From an optimization exercise on the open Yosys and OpenROAD flow, aimed at small area; shortcuts taken in it are not production practice.
Function was checked by simulation only, so behaviour that the tests miss may differ from the original.
No activity file was given, so power comes from the tool's default toggle rates.

==> design.v <==
module ada_rx (
    input  wire        clk,
    input  wire        rst,         
    input  wire        in_valid,
    input  wire [7:0]  in_data,
    output wire        in_ready,
    output wire        out_valid,
    input  wire        out_ready,
    output wire [1:0]  out_kind,    
    output wire [31:0] out_data,
    output wire        out_last
);
    localparam [2:0] SEEK_MARKER  = 3'd0,
                     READ_NAME    = 3'd1,
                     READ_LENGTH  = 3'd2,
                     READ_PAYLOAD = 3'd3,
                     READ_CRC     = 3'd4;
    localparam [2:0] ERR_NONE          = 3'h0,
                     ERR_CRC           = 3'h1,
                     ERR_OVERSIZE      = 3'h2,
                     ERR_UNKNOWN_NAME  = 3'h3,
                     ERR_NAME_TOO_LONG = 3'h4,
                     ERR_RESYNC        = 3'h5,
                     ERR_MALFORMED     = 3'h6,
                     ERR_ALLOC         = 3'h7;
    localparam [1:0] KIND_ERR  = 2'd1,
                     KIND_HDR  = 2'd2,
                     KIND_WORD = 2'd3;
    localparam [31:0] CRC_RESIDUE = 32'hDEBB20E3;
    function [31:0] crc_update(input [31:0] c_in, input [7:0] d);
        integer k;
        reg [31:0] c;
        begin
            c = c_in ^ {24'd0, d};
            for (k = 0; k < 8; k = k + 1)
                c = c[0] ? ((c >> 1) ^ 32'hEDB88320) : (c >> 1);
            crc_update = c;
        end
    endfunction
    reg [2:0]  phase;
    reg [1:0]  mk;             
    reg [7:0]  i;              
    reg        cand;           
    reg [3:0]  name_id;
    reg [7:0]  plen;           
    reg [1:0]  fl;             
    reg [4:0]  p;              
    reg [7:0]  ring0 [0:31];
    reg [7:0]  ring1 [0:31];
    reg [7:0]  ring2 [0:31];
    reg [7:0]  ring3 [0:31];
    reg        o_busy;
    reg        rd;             
    reg [1:0]  o_kind;
    reg [31:0] sr;             
    reg        o_last;
    wire [7:0] b = in_data;
    wire [4:0] tgt = i[4:0] + i[6:2];      
    wire       slot = (p == tgt);
    wire [7:0] i_inc = i + (rd ? 8'd4 : 8'd1);
    wire       i_end = (i_inc == plen);
    assign in_ready  = !o_busy && !rd &&
                       (phase != READ_PAYLOAD || i == 8'd0 || slot);
    assign out_valid = o_busy;
    assign out_kind  = o_kind;
    assign out_data  = sr;
    assign out_last  = o_last;
    wire take = in_valid && in_ready;
    wire marker_hit = (mk == 2'd3) && (b == 8'h41);
    reg [1:0] mk_next;
    always @* begin
        if (marker_hit)
            mk_next = 2'd0;
        else if ((mk == 2'd0 && b == 8'h7E) || (mk == 2'd1 && b == 8'h41) ||
                 (mk == 2'd2 && b == 8'h44))
            mk_next = mk + 2'd1;
        else if (b == 8'h7E)
            mk_next = 2'd1;
        else
            mk_next = 2'd0;
    end
    reg [6:0] nm_exp;
    always @* begin
        case ({name_id, i[3:0]})
            {4'd0, 4'd2}: nm_exp = 7'h74;
            {4'd0, 4'd3}: nm_exp = 7'h43;
            {4'd0, 4'd4}: nm_exp = 7'h6F;
            {4'd0, 4'd5}: nm_exp = 7'h6C;
            {4'd0, 4'd6}: nm_exp = 7'h6F;
            {4'd0, 4'd7}: nm_exp = 7'h72;
            {4'd0, 4'd8}: nm_exp = 7'h00;
            {4'd1, 4'd1}: nm_exp = 7'h72;
            {4'd1, 4'd2}: nm_exp = 7'h65;
            {4'd1, 4'd3}: nm_exp = 7'h61;
            {4'd1, 4'd4}: nm_exp = 7'h74;
            {4'd1, 4'd5}: nm_exp = 7'h68;
            {4'd1, 4'd6}: nm_exp = 7'h65;
            {4'd1, 4'd7}: nm_exp = 7'h00;
            {4'd2, 4'd1}: nm_exp = 7'h72;
            {4'd2, 4'd2}: nm_exp = 7'h61;
            {4'd2, 4'd3}: nm_exp = 7'h64;
            {4'd2, 4'd4}: nm_exp = 7'h69;
            {4'd2, 4'd5}: nm_exp = 7'h65;
            {4'd2, 4'd6}: nm_exp = 7'h6E;
            {4'd2, 4'd7}: nm_exp = 7'h74;
            {4'd2, 4'd8}: nm_exp = 7'h00;
            {4'd3, 4'd1}: nm_exp = 7'h6F;
            {4'd3, 4'd2}: nm_exp = 7'h76;
            {4'd3, 4'd3}: nm_exp = 7'h69;
            {4'd3, 4'd4}: nm_exp = 7'h6E;
            {4'd3, 4'd5}: nm_exp = 7'h67;
            {4'd3, 4'd6}: nm_exp = 7'h47;
            {4'd3, 4'd7}: nm_exp = 7'h72;
            {4'd3, 4'd8}: nm_exp = 7'h61;
            {4'd3, 4'd9}: nm_exp = 7'h64;
            {4'd3, 4'd10}: nm_exp = 7'h69;
            {4'd3, 4'd11}: nm_exp = 7'h65;
            {4'd3, 4'd12}: nm_exp = 7'h6E;
            {4'd3, 4'd13}: nm_exp = 7'h74;
            {4'd3, 4'd14}: nm_exp = 7'h00;
            {4'd4, 4'd1}: nm_exp = 7'h72;
            {4'd4, 4'd2}: nm_exp = 7'h6F;
            {4'd4, 4'd3}: nm_exp = 7'h73;
            {4'd4, 4'd4}: nm_exp = 7'h73;
            {4'd4, 4'd5}: nm_exp = 7'h46;
            {4'd4, 4'd6}: nm_exp = 7'h61;
            {4'd4, 4'd7}: nm_exp = 7'h64;
            {4'd4, 4'd8}: nm_exp = 7'h65;
            {4'd4, 4'd9}: nm_exp = 7'h00;
            {4'd5, 4'd1}: nm_exp = 7'h61;
            {4'd5, 4'd2}: nm_exp = 7'h69;
            {4'd5, 4'd3}: nm_exp = 7'h6E;
            {4'd5, 4'd4}: nm_exp = 7'h62;
            {4'd5, 4'd5}: nm_exp = 7'h6F;
            {4'd5, 4'd6}: nm_exp = 7'h77;
            {4'd5, 4'd7}: nm_exp = 7'h00;
            {4'd6, 4'd2}: nm_exp = 7'h72;
            {4'd6, 4'd3}: nm_exp = 7'h65;
            {4'd6, 4'd4}: nm_exp = 7'h00;
            {4'd7, 4'd1}: nm_exp = 7'h77;
            {4'd7, 4'd2}: nm_exp = 7'h69;
            {4'd7, 4'd3}: nm_exp = 7'h6E;
            {4'd7, 4'd4}: nm_exp = 7'h6B;
            {4'd7, 4'd5}: nm_exp = 7'h6C;
            {4'd7, 4'd6}: nm_exp = 7'h65;
            {4'd7, 4'd7}: nm_exp = 7'h00;
            {4'd8, 4'd1}: nm_exp = 7'h65;
            {4'd8, 4'd2}: nm_exp = 7'h75;
            {4'd8, 4'd3}: nm_exp = 7'h72;
            {4'd8, 4'd4}: nm_exp = 7'h61;
            {4'd8, 4'd5}: nm_exp = 7'h6C;
            {4'd8, 4'd6}: nm_exp = 7'h44;
            {4'd8, 4'd7}: nm_exp = 7'h72;
            {4'd8, 4'd8}: nm_exp = 7'h6F;
            {4'd8, 4'd9}: nm_exp = 7'h70;
            {4'd8, 4'd10}: nm_exp = 7'h00;
            {4'd9, 4'd1}: nm_exp = 7'h61;
            {4'd9, 4'd2}: nm_exp = 7'h74;
            {4'd9, 4'd3}: nm_exp = 7'h65;
            {4'd9, 4'd4}: nm_exp = 7'h72;
            {4'd9, 4'd5}: nm_exp = 7'h44;
            {4'd9, 4'd6}: nm_exp = 7'h72;
            {4'd9, 4'd7}: nm_exp = 7'h6F;
            {4'd9, 4'd8}: nm_exp = 7'h70;
            {4'd9, 4'd9}: nm_exp = 7'h00;
            {4'd10, 4'd4}: nm_exp = 7'h74;
            {4'd10, 4'd5}: nm_exp = 7'h52;
            {4'd10, 4'd6}: nm_exp = 7'h61;
            {4'd10, 4'd7}: nm_exp = 7'h69;
            {4'd10, 4'd8}: nm_exp = 7'h6E;
            {4'd10, 4'd9}: nm_exp = 7'h00;
            {4'd11, 4'd3}: nm_exp = 7'h70;
            {4'd11, 4'd4}: nm_exp = 7'h52;
            {4'd11, 4'd5}: nm_exp = 7'h61;
            {4'd11, 4'd6}: nm_exp = 7'h69;
            {4'd11, 4'd7}: nm_exp = 7'h6E;
            {4'd11, 4'd8}: nm_exp = 7'h00;
            {4'd12, 4'd4}: nm_exp = 7'h75;
            {4'd12, 4'd5}: nm_exp = 7'h73;
            {4'd12, 4'd6}: nm_exp = 7'h00;
            {4'd13, 4'd1}: nm_exp = 7'h6E;
            {4'd13, 4'd2}: nm_exp = 7'h63;
            {4'd13, 4'd3}: nm_exp = 7'h6F;
            {4'd13, 4'd4}: nm_exp = 7'h64;
            {4'd13, 4'd5}: nm_exp = 7'h65;
            {4'd13, 4'd6}: nm_exp = 7'h64;
            {4'd13, 4'd7}: nm_exp = 7'h42;
            {4'd13, 4'd8}: nm_exp = 7'h75;
            {4'd13, 4'd9}: nm_exp = 7'h66;
            {4'd13, 4'd10}: nm_exp = 7'h66;
            {4'd13, 4'd11}: nm_exp = 7'h65;
            {4'd13, 4'd12}: nm_exp = 7'h72;
            {4'd13, 4'd13}: nm_exp = 7'h00;
            {4'd14, 4'd2}: nm_exp = 7'h6C;
            {4'd14, 4'd3}: nm_exp = 7'h6C;
            {4'd14, 4'd4}: nm_exp = 7'h42;
            {4'd14, 4'd5}: nm_exp = 7'h75;
            {4'd14, 4'd6}: nm_exp = 7'h66;
            {4'd14, 4'd7}: nm_exp = 7'h66;
            {4'd14, 4'd8}: nm_exp = 7'h65;
            {4'd14, 4'd9}: nm_exp = 7'h72;
            {4'd14, 4'd10}: nm_exp = 7'h00;
            {4'd15, 4'd2}: nm_exp = 7'h65;
            {4'd15, 4'd3}: nm_exp = 7'h65;
            {4'd15, 4'd4}: nm_exp = 7'h64;
            {4'd15, 4'd5}: nm_exp = 7'h54;
            {4'd15, 4'd6}: nm_exp = 7'h65;
            {4'd15, 4'd7}: nm_exp = 7'h73;
            {4'd15, 4'd8}: nm_exp = 7'h74;
            {4'd15, 4'd9}: nm_exp = 7'h00;
            default: nm_exp = 7'h00;
        endcase
    end
    reg       nm_ok;
    reg [3:0] nm_rep;
    always @* begin
        nm_ok  = (b == {1'b0, nm_exp});
        nm_rep = name_id;
        if (i[3:0] == 4'd0) begin
            nm_ok = 1'b1;
            case (b)
                8'h42: nm_rep = 4'd1;
                8'h43: nm_rep = 4'd4;
                8'h45: nm_rep = 4'd13;
                8'h46: nm_rep = 4'd6;
                8'h47: nm_rep = 4'd2;
                8'h4D: nm_rep = 4'd3;
                8'h4E: nm_rep = 4'd8;
                8'h52: nm_rep = 4'd5;
                8'h53: nm_rep = 4'd0;
                8'h54: nm_rep = 4'd7;
                8'h57: nm_rep = 4'd9;
                default: nm_ok = 1'b0;
            endcase
        end
        if (name_id == 4'd0 && i[3:0] == 4'd1) begin
            nm_ok = 1'b1;
            case (b)
                8'h65: nm_rep = 4'd0;
                8'h70: nm_rep = 4'd15;
                8'h74: nm_rep = 4'd10;
                default: nm_ok = 1'b0;
            endcase
        end
        if (name_id == 4'd6 && i[3:0] == 4'd1) begin
            nm_ok = 1'b1;
            case (b)
                8'h69: nm_rep = 4'd6;
                8'h75: nm_rep = 4'd14;
                default: nm_ok = 1'b0;
            endcase
        end
        if (name_id == 4'd10 && i[3:0] == 4'd2) begin
            nm_ok = 1'b1;
            case (b)
                8'h61: nm_rep = 4'd10;
                8'h6F: nm_rep = 4'd11;
                default: nm_ok = 1'b0;
            endcase
        end
        if (name_id == 4'd10 && i[3:0] == 4'd3) begin
            nm_ok = 1'b1;
            case (b)
                8'h72: nm_rep = 4'd10;
                8'h74: nm_rep = 4'd12;
                default: nm_ok = 1'b0;
            endcase
        end
        nm_ok = nm_ok && cand && (i[7:4] == 4'd0);
    end
    wire name_known = nm_ok;
    wire [5:0] n = plen[7:2];              
    wire n0 = (n == 6'd0), n1 = (n == 6'd1), n2 = (n == 6'd2),
         n3 = (n == 6'd3), n4 = (n == 6'd4);
    wire ge1 = !n0, ge2 = ge1 && !n1, ge3 = ge2 && !n2;
    reg fits;
    always @* begin
        case (name_id)
            4'd0:  fits = ge2;                  
            4'd1:  fits = n3;                   
            4'd2:  fits = ge3;                  
            4'd3:  fits = ge3;                  
            4'd4:  fits = ge1;                  
            4'd5:  fits = n2;                   
            4'd6:  fits = n3;                   
            4'd7:  fits = n4;                   
            4'd8:  fits = n1;                   
            4'd9:  fits = n3;                   
            4'd10: fits = n2;                   
            4'd11: fits = n0;                   
            4'd12: fits = n0;                   
            4'd13: fits = ge3 && n[0];          
            4'd14: fits = ge3 && fl[0];         
            default: fits = n0;                 
        endcase
    end
    wire malformed = (plen[1:0] != 2'd0) || !fits;
    wire [31:0] fb_w1 = {b, ring2[0], ring1[1], ring0[2]};
    wire [31:0] fb_w0 = {ring3[4], ring2[5], ring1[6], ring0[7]};
    wire [4:0]  fb_s0 = (|fb_w0[31:5]) ? 5'd31 : fb_w0[4:0];    
    wire [4:0]  fb_s1 = (|fb_w1[31:5]) ? 5'd31 : fb_w1[4:0];
    wire [9:0]  fb_prod = ({10{fb_s1[0]}} & {5'd0, fb_s0}) + ({10{fb_s1[1]}} & {4'd0, fb_s0, 1'b0}) +
                          ({10{fb_s1[2]}} & {3'd0, fb_s0, 2'b0}) + ({10{fb_s1[3]}} & {2'd0, fb_s0, 3'b0}) +
                          ({10{fb_s1[4]}} & {1'd0, fb_s0, 4'b0});
    wire [5:0]  fb_m     = plen[7:2] - 6'd3;
    wire [31:0] crc_next = ~crc_update(~sr, b);
    reg       ev;
    reg [2:0] ev_code;
    always @* begin
        ev      = 1'b0;
        ev_code = ERR_NONE;
        if (marker_hit) begin
            if (phase != SEEK_MARKER) begin
                ev = 1'b1; ev_code = ERR_RESYNC;
            end
        end else begin
            case (phase)
                READ_NAME:
                    if (b == 8'h00) begin
                        if (!name_known) begin
                            ev = 1'b1; ev_code = ERR_UNKNOWN_NAME;
                        end
                    end else if (i[5]) begin
                        ev = 1'b1; ev_code = ERR_NAME_TOO_LONG;
                    end
                READ_LENGTH:
                    if (i[1:0] == 2'd3) begin
                        if (b != 8'd0 || fl[0]) begin
                            ev = 1'b1; ev_code = ERR_OVERSIZE;
                        end else if (fl[1] || (plen[7] && plen[6:0] != 7'd0)) begin
                            ev = 1'b1; ev_code = ERR_ALLOC;
                        end
                    end
                READ_CRC:
                    if (i[1:0] == 2'd3) begin
                        ev = 1'b1;
                        if (crc_next != ~CRC_RESIDUE)
                            ev_code = ERR_CRC;
                        else if (malformed)
                            ev_code = ERR_MALFORMED;
                    end
                default: ;
            endcase
        end
    end
    wire wr = take && (phase == READ_PAYLOAD);
    integer q;
    always @(posedge clk) begin
        for (q = 1; q < 32; q = q + 1) begin
            ring0[q] <= ring0[q-1];
            ring1[q] <= ring1[q-1];
            ring2[q] <= ring2[q-1];
            ring3[q] <= ring3[q-1];
        end
        ring0[0] <= (wr && i[1:0] == 2'd0) ? b : ring0[31];
        ring1[0] <= (wr && i[1:0] == 2'd1) ? b : ring1[31];
        ring2[0] <= (wr && i[1:0] == 2'd2) ? b : ring2[31];
        ring3[0] <= (wr && i[1:0] == 2'd3) ? b : ring3[31];
    end
    wire ld_word = rd && !o_busy && slot;
    wire sel_crc = take && !ev && (phase == READ_PAYLOAD || phase == READ_CRC);
    wire sel_err = take && ev && (ev_code != ERR_NONE);
    wire sel_hdr = take && ev && (ev_code == ERR_NONE);
    always @(posedge clk) begin
        if (ld_word || take)
            sr <= ({32{ld_word}} & {ring3[28], ring2[29], ring1[30], ring0[31]}) |
                  ({32{sel_crc}} & crc_next) |
                  ({32{sel_err}} & {29'd0, ev_code}) |
                  ({32{sel_hdr}} & {18'd0, plen[7:2], 4'd0, name_id});
        if (wr && i == 8'd0)
            p <= 5'd1;
        else
            p <= p + 5'd1;
        if (rst) begin
            phase  <= SEEK_MARKER;
            mk     <= 2'd0;
            o_busy <= 1'b0;
            rd     <= 1'b0;
            p      <= 5'd0;
        end else begin
            if (o_busy && out_ready)
                o_busy <= 1'b0;
            if (ld_word) begin
                o_busy <= 1'b1;
                o_kind <= KIND_WORD;
                o_last <= i_end;
                if (i_end)
                    rd <= 1'b0;
                i      <= i_inc;
            end
            if (take) begin
                mk <= mk_next;
                if (ev) begin
                    o_busy <= 1'b1;
                    if (ev_code != ERR_NONE) begin
                        o_kind <= KIND_ERR;
                        o_last <= 1'b1;
                    end else begin
                        o_kind <= KIND_HDR;
                        o_last <= (plen == 8'd0);
                        rd     <= (plen != 8'd0);
                    end
                end
                if (marker_hit || ev) begin
                    i     <= 8'd0;
                    cand  <= 1'b1;
                    name_id <= 4'd0;
                    phase <= marker_hit ? READ_NAME : SEEK_MARKER;
                end else begin
                    case (phase)
                        READ_NAME:
                            if (b == 8'h00) begin
                                name_id <= nm_rep;
                                i       <= 8'd0;
                                phase   <= READ_LENGTH;
                            end else begin
                                cand    <= nm_ok;
                                name_id <= nm_rep;
                                i    <= i_inc;
                            end
                        READ_LENGTH: begin
                            i <= i_inc;
                            case (i[1:0])
                                2'd0: plen <= b;
                                2'd1: begin
                                    fl[0] <= ({b, plen} > 16'd50000);
                                    fl[1] <= (b != 8'd0);
                                end
                                2'd2: fl[0] <= fl[0] || (b != 8'd0);
                                default: begin
                                    i     <= 8'd0;
                                    phase <= (plen == 8'd0) ? READ_CRC : READ_PAYLOAD;
                                end
                            endcase
                        end
                        READ_PAYLOAD: begin
                            if (i == 8'd7)
                                fl[0] <= (fb_prod == {4'd0, fb_m});
                            i <= i_inc;
                            if (i_end) begin
                                i     <= 8'd0;
                                phase <= READ_CRC;
                            end
                        end
                        READ_CRC:
                            i <= i_inc;
                        default: ;
                    endcase
                end
            end
        end
    end
endmodule
==> flow/run.sh <==
#!/bin/bash
# The standard layout (standard.sh: ORFS synth .. finish, with the
# standard synthesis unchanged), with two changes made through ORFS's own
# variables:
#  - port buffers are buf_1 instead of the default choice;
#  - clock tree synthesis uses small sink clusters driven by clkbuf_8 and
#    no dummy loads, so the clock tree is smaller.
# ORFS's per-step logs stay under orfs/logs/; make's output goes to make.log.
set -euo pipefail
export BUFFER_PORTS_ARGS="-inputs -outputs -buffer_cell sky130_fd_sc_hd__buf_1"
export CTS_ARGS="-sink_clustering_enable -repair_clock_nets -dont_use_dummy_load -buf_list sky130_fd_sc_hd__clkbuf_8 -sink_clustering_size 14 -sink_clustering_max_diameter 50"
bash standard.sh > make.log 2>&1
==> standard.sh <==
#!/bin/bash
# synth_recipe.tcl (not shown) runs the flow's synth.tcl, then flattens the netlist and writes it again
# the make line also repeats each setting of config.mk as NAME=value (left out here)
make -C /OpenROAD-flow-scripts/flow DESIGN_CONFIG=/design/flow/config.mk WORK_HOME=/design/flow/orfs CLKGATE_MAP_FILE= SYNTH_SCRIPT=/design/flow/synth_recipe.tcl "${@:-finish}"
==> config.mk <==
export PLATFORM = sky130hd
export DESIGN_NAME = ada_rx
export DESIGN_NICKNAME = ada_rx
export VERILOG_FILES = /design/flow/design.v
export SDC_FILE = /design/flow/constraint.sdc
export NUM_CORES = 4
export LEC_CHECK = 0
export ABC_AREA = 1
export CAP_MARGIN = 20
export CORE_MARGIN = 2
export CORE_UTILIZATION = 65
export PLACE_DENSITY = 0.72
export SLEW_MARGIN = 20
==> constraint.sdc <==
create_clock -name core_clock -period 14.0 [get_ports {clk}]
set_input_delay 2.8000 -clock core_clock [delete_from_list [all_inputs] [get_ports {clk}]]
set_output_delay 2.8000 -clock core_clock [all_outputs]
set_load 0.01 [all_outputs]
==> results.txt <==
## routing by layer
layer	global-route usage (%)	up-vias	part of all wire [%]
li1	-	7726	-
met1	37.61	7918	40
met2	48.04	843	47
met3	6.232	245	7.7
met4	17.01	0	5.5
met5	0	-	0
## stage by stage
stage,worst slack (ps),utilization [%],hold WS (ps),std cells,instance area (µm²)
finish,5898,70.85,284.5,3080,31400
global route,5459,70.84,283.3,3078,31390
floorplan,6492,-,309.6,2372,29290
detailed placement,5395,68.00,312.1,2986,30140
global placement,5621,67.96,309.5,2984,30120
CTS,6046,70.82,268.7,3077,31390
## worst reg2reg max path: cells and delay by family (launching register included)
family / cells / cell delay (ps)
AND/OR/NAND/NOR: 8 / 2320
adder cells (fa/ha/maj): 5 / 2180
AO/OA/AOI/OAI: 3 / 490
flip-flops: 1 / 380
XOR/XNOR: 1 / 150
buffers and inverters: 1 / 80
## power groups by stage
| stage | logic (W) | clock network, W | registers (W) |
|---|---|---|---|
| final | 0.00103 | 0.00147 | 0.00327 |
| after global placement | 0.000957 | 0 | 0.00334 |
| after floorplan | 0.000670 | 0 | 0.00333 |
| after global routing | 0.00110 | 0.00159 | 0.00327 |
| after CTS | 0.000996 | 0.00150 | 0.00327 |
| after detailed placement | 0.000986 | 0 | 0.00334 |
## logic make-up (layout without fill, tap and decap cells)
logic type               after synthesis  in the layout  synth area share, %
flip-flops                          1094           1094                76.74
other                                  0              3                    0
XOR/XNOR                             109            109                3.643
AND/OR/NAND/NOR                      711            711                10.40
buffers and inverters                214            327                2.840
multiplexers                           3              3               0.1153
AO/OA/AOI/OAI                        182            182                3.434
adder cells (fa/ha/maj)               59             59                2.827
## state kept, by name (all words and copies together), names as in the netlist
| signal | cells |
|---|---|
| p | 5 |
| ring0 | 256 |
| mk | 2 |
| ring1 | 256 |
| sr | 32 |
| ring3 | 256 |
| i | 8 |
| fl | 2 |
| ring2 | 256 |
| plen | 8 |
| o_busy | 1 |
| name_id | 4 |
| o_last | 1 |
| rd | 1 |
| cand | 1 |
| o_kind | 2 |
| phase | 3 |
## how the worst max path moves through the flow
stage          startpoint    end  slack [ps]  cells past startpoint
2_1_floorplan  in_data[0]  fl[0]        6490                     21
3_3_place_gp   in_data[2]  fl[0]        5620                     23
3_5_place_dp   in_data[2]  fl[0]        5390                     23
4_1_cts        in_data[2]  fl[0]        6050                     23
5_1_grt        in_data[2]  fl[0]        5460                     23
6_report       in_data[2]  fl[0]        5900                     23
## Yosys cell counts, types with 2 or more instances
master / number
sky130_fd_sc_hd__o21ai_1: 2
sky130_fd_sc_hd__fa_1: 12
sky130_fd_sc_hd__a21oi_1: 63
sky130_fd_sc_hd__buf_1: 2
sky130_fd_sc_hd__or4_1: 2
sky130_fd_sc_hd__ha_1: 47
sky130_fd_sc_hd__nor3b_1: 3
sky130_fd_sc_hd__a31oi_1: 8
sky130_fd_sc_hd__or2_2: 6
sky130_fd_sc_hd__edfxtp_1: 58
sky130_fd_sc_hd__xor2_2: 2
sky130_fd_sc_hd__o21a_1: 2
sky130_fd_sc_hd__a2111oi_0: 2
sky130_fd_sc_hd__mux2_2: 3
sky130_fd_sc_hd__xor2_4: 4
sky130_fd_sc_hd__nand2_1: 355
sky130_fd_sc_hd__xnor2_1: 35
sky130_fd_sc_hd__a211oi_1: 4
sky130_fd_sc_hd__nand3_1: 117
sky130_fd_sc_hd__nor2_1: 149
sky130_fd_sc_hd__nand3_2: 3
sky130_fd_sc_hd__o22ai_1: 11
sky130_fd_sc_hd__inv_1: 167
sky130_fd_sc_hd__xnor2_2: 3
sky130_fd_sc_hd__xor2_1: 65
sky130_fd_sc_hd__nor4_2: 2
sky130_fd_sc_hd__o2111ai_1: 3
sky130_fd_sc_hd__o21ai_0: 75
sky130_fd_sc_hd__nor2_2: 4
sky130_fd_sc_hd__nand2_2: 2
sky130_fd_sc_hd__clkbuf_1: 16
sky130_fd_sc_hd__inv_2: 6
sky130_fd_sc_hd__buf_2: 17
sky130_fd_sc_hd__o211ai_1: 4
sky130_fd_sc_hd__clkinv_1: 4
sky130_fd_sc_hd__buf_4: 2
sky130_fd_sc_hd__nor3_1: 24
sky130_fd_sc_hd__dfxtp_1: 1036
sky130_fd_sc_hd__nand3b_1: 4
sky130_fd_sc_hd__nor4_1: 17
sky130_fd_sc_hd__nand4_1: 22
## layout make-up
| cell class | instances | area [µm²] |
|---|---|---|
| Clock buffer | 91 | 1252 |
| Multi-Input combinational cell | 1064 | 5988 |
| Fill cell | 2767 | 12920 |
| Inverter | 177 | 664.4 |
| Tap cell | 592 | 740.7 |
| Timing Repair Buffer | 59 | 262.8 |
| Antenna cell | 3 | 7.507 |
| Sequential cell | 1094 | 22480 |
==> results.txt <==
The switching fraction of total power came out at 29.19%. The sequential share of power came out at 56.7%. The flow ran to the end and the layout has no timing, DRC or antenna violations.

The clock insertion delay at the later pin of the skew report came out at 710 ps. The height of the chip is 216.3 µm. The worst setup path is of the in2reg kind.

The worst max-slew margin expressed relative to the limit is 39.10%. The smallest clock period supported by the final layout is computed as 8102 ps. The area of the die is 46780 µm². For this block, the via count after detailed routing is 16730.

Of all nets on the critical path, the largest fanout is 7. The pin count of the biggest net entering global routing came out at 46. The worst register-to-register path has a setup slack of 8220 ps. The number of global-route vias before repair is 17290. The stage delay of the slowest cell on the critical path is 690 ps.

The critical path startpoint category is an input port. Leaving out fill and tap cells, the most frequent cell in the layout is sky130_fd_sc_hd__dfxtp_1. The final layout contains routed wiring with a total length of 68.49 mm. The number of clock sinks seen by CTS came out at 1094. The critical path data required time is 14540 ps. The number of gates resized after cts came out at 0. The clock share of power is 25.5%. The worst hold path begins at ring3[24][1]. Clock tree synthesis selected as its root buffer the cell sky130_fd_sc_hd__clkbuf_8.

The number of buffer and inverter instances along the worst setup path came out at 5. The synthesized net count is 2443. For hold timing, the worst endpoint is ring3[25][1]. Of the synthesized area, sequential elements account for 76.74%. The combined area of all synthesized cells is 29290 µm². The number of DRC violations after detailed-routing iteration 0 came out at 1978. The number of synthesized flops with an enable pin is 58. The number of detailed-route iterations in the first pass is 6.

The total power draw came out at 0.005769 W. Of the total power, combinational logic draws 17.8%. The initialized floorplan defines 77 standard-cell rows. The share of synthesized flip-flops with an asynchronous set or reset came out at 0%. The average instance area after synthesis is 12.35 µm². The clock transition at the register clock pins on the worst setup and hold paths after CTS is 90 ps. The startpoint identified for the worst register-to-register timing path is ring1[6][0].

The clock passes through at most 3 buffers. The power density of the placed cells is 183.7 nW/µm². The final weighted congestion in routability-driven placement is 1.032. Traced cell by cell, the critical path runs through buf_1, nor2_1, inv_1, nor3_1, inv_1, nor4_1, inv_1, nor4_1, nand2_1, nand2_1, inv_1, fa_1, fa_1, fa_1, ha_1, fa_1, a21oi_1, nor2_1, nor2_1, xor2_1, o221ai_1, nor4_1, a32o_1.

The count of final hold-check violations came to 0. The number of top-level pins is 49. The port buffer count is 48. The ratio of final minimum period to clock period is 57.87%. The final net count came out at 2558.

The area of the placeable core is 44320 µm². Broken down by cell family, the worst path's largest delay share belongs to simple AND/OR/NAND/NOR gates. The count of endpoints failing setup in the final report is 0. The number of antenna violations at the first check in global routing was 4.

The number of vias per cell came out at 5.432. The post-detailed-route DRC marker count is 0. The largest individual stage delay along the critical path comes from the cell sky130_fd_sc_hd__nor4_1.

The total negative slack for setup checks came out at 0 ps. Measured in cells, the most critical reg-to-reg path has a length of 18. Summed over all layers, the global routing overflow is 0.

The switching power is 0.001684 W. The nature of the critical path endpoint is a register. The die outline width is 216.3 µm. The count of mapped cells out of synthesis came out at 2372.

The internal power contribution came out at 0.004085 W. In this run the static leakage power is 13.08 nW. By area the synthesized netlist is led by sky130_fd_sc_hd__dfxtp_1 71%, sky130_fd_sc_hd__edfxtp_1 5.9%, sky130_fd_sc_hd__nand2_1 4.5%, sky130_fd_sc_hd__inv_1 2.1%, sky130_fd_sc_hd__ha_1 2.0%. The depth of the CTS H-tree is 3. The post-DP HPWL is 48.15 mm. The capture point of the worst reg-to-reg path is fl[0]. The number of violations of the max-capacitance limit came out at 0.

The wire length of the first global-routing pass is 103.2 mm. The register bit total from synthesis is 1094. The data arrival time of the critical path is 8640 ps. The CTS buffer count is 91. The maximum clock frequency came out at 123.4 MHz. In the final routed layout, each cell accounts on average for 22.24 µm.

The largest vdd supply drop is 0.0001652 V. From synthesis to final layout, the design area changed by 7.180%. The final number of max-transition violations came out at 0. The number of setup buffers added after CTS is 0. At the pin with the least slew margin, the transition time is 905.2 ps. The number of library cell types mapped by synthesis came out at 50. Leaving out fill and tap cells, the most frequent cells in the layout are 1036 x sky130_fd_sc_hd__dfxtp_1, 355 x sky130_fd_sc_hd__nand2_1, 167 x sky130_fd_sc_hd__inv_1.

TritonCTS built the clock tree. The clock arrives with 71.32 ps of skew. Setup repair after global routing left no endpoint under its margin. The top cell type by total area after synthesis is sky130_fd_sc_hd__dfxtp_1.

Counting instances, the worst hold path has a depth of 0. The top cell type by area accounts for 70.80% of the synthesized area. Cells with a size suffix above 1 make up 5.594% of the layout.

In the synthesized netlist the dominant register cell turns out to be sky130_fd_sc_hd__dfxtp_1. The classification of the worst-slack hold path is reg2reg. The count of nets left with antenna violations after detail routing is 0. The initial core utilization came out at 66.10%. The number of buffers added to fix hold violations after cts came out at 0. The total number of yosys warnings is 5.

The total track usage came out at 29.80%.

-- re-timing with driven ports --
Ports are ideal in the flow. The routed layout listed here was re-timed in OpenROAD. Step 1, drivers: a clkbuf_16 drives clk and a buf_2 each remaining input, both assumed. Step 2 moves the port delays by t, midway between the first and last clock arrival at a register: inputs arrive t later, outputs are due t later. That takes back most of the time a late clock gives input paths. Slacks: ideal ports / drivers / drivers and shift; pairs: ideal ports / drivers.
t (ns): 0.708
setup WS [ns]: 5.898 / 5.914 / 5.206
worst hold slack (ns): 0.285 / 0.285 / 0.285
worst setup path after step 2: input to register
cell pins on the clock port's net: 1
After both steps setup and hold are still met in this run. The setup slack of this run moves by +0.016 ns with the drivers and by -0.692 ns with both steps.
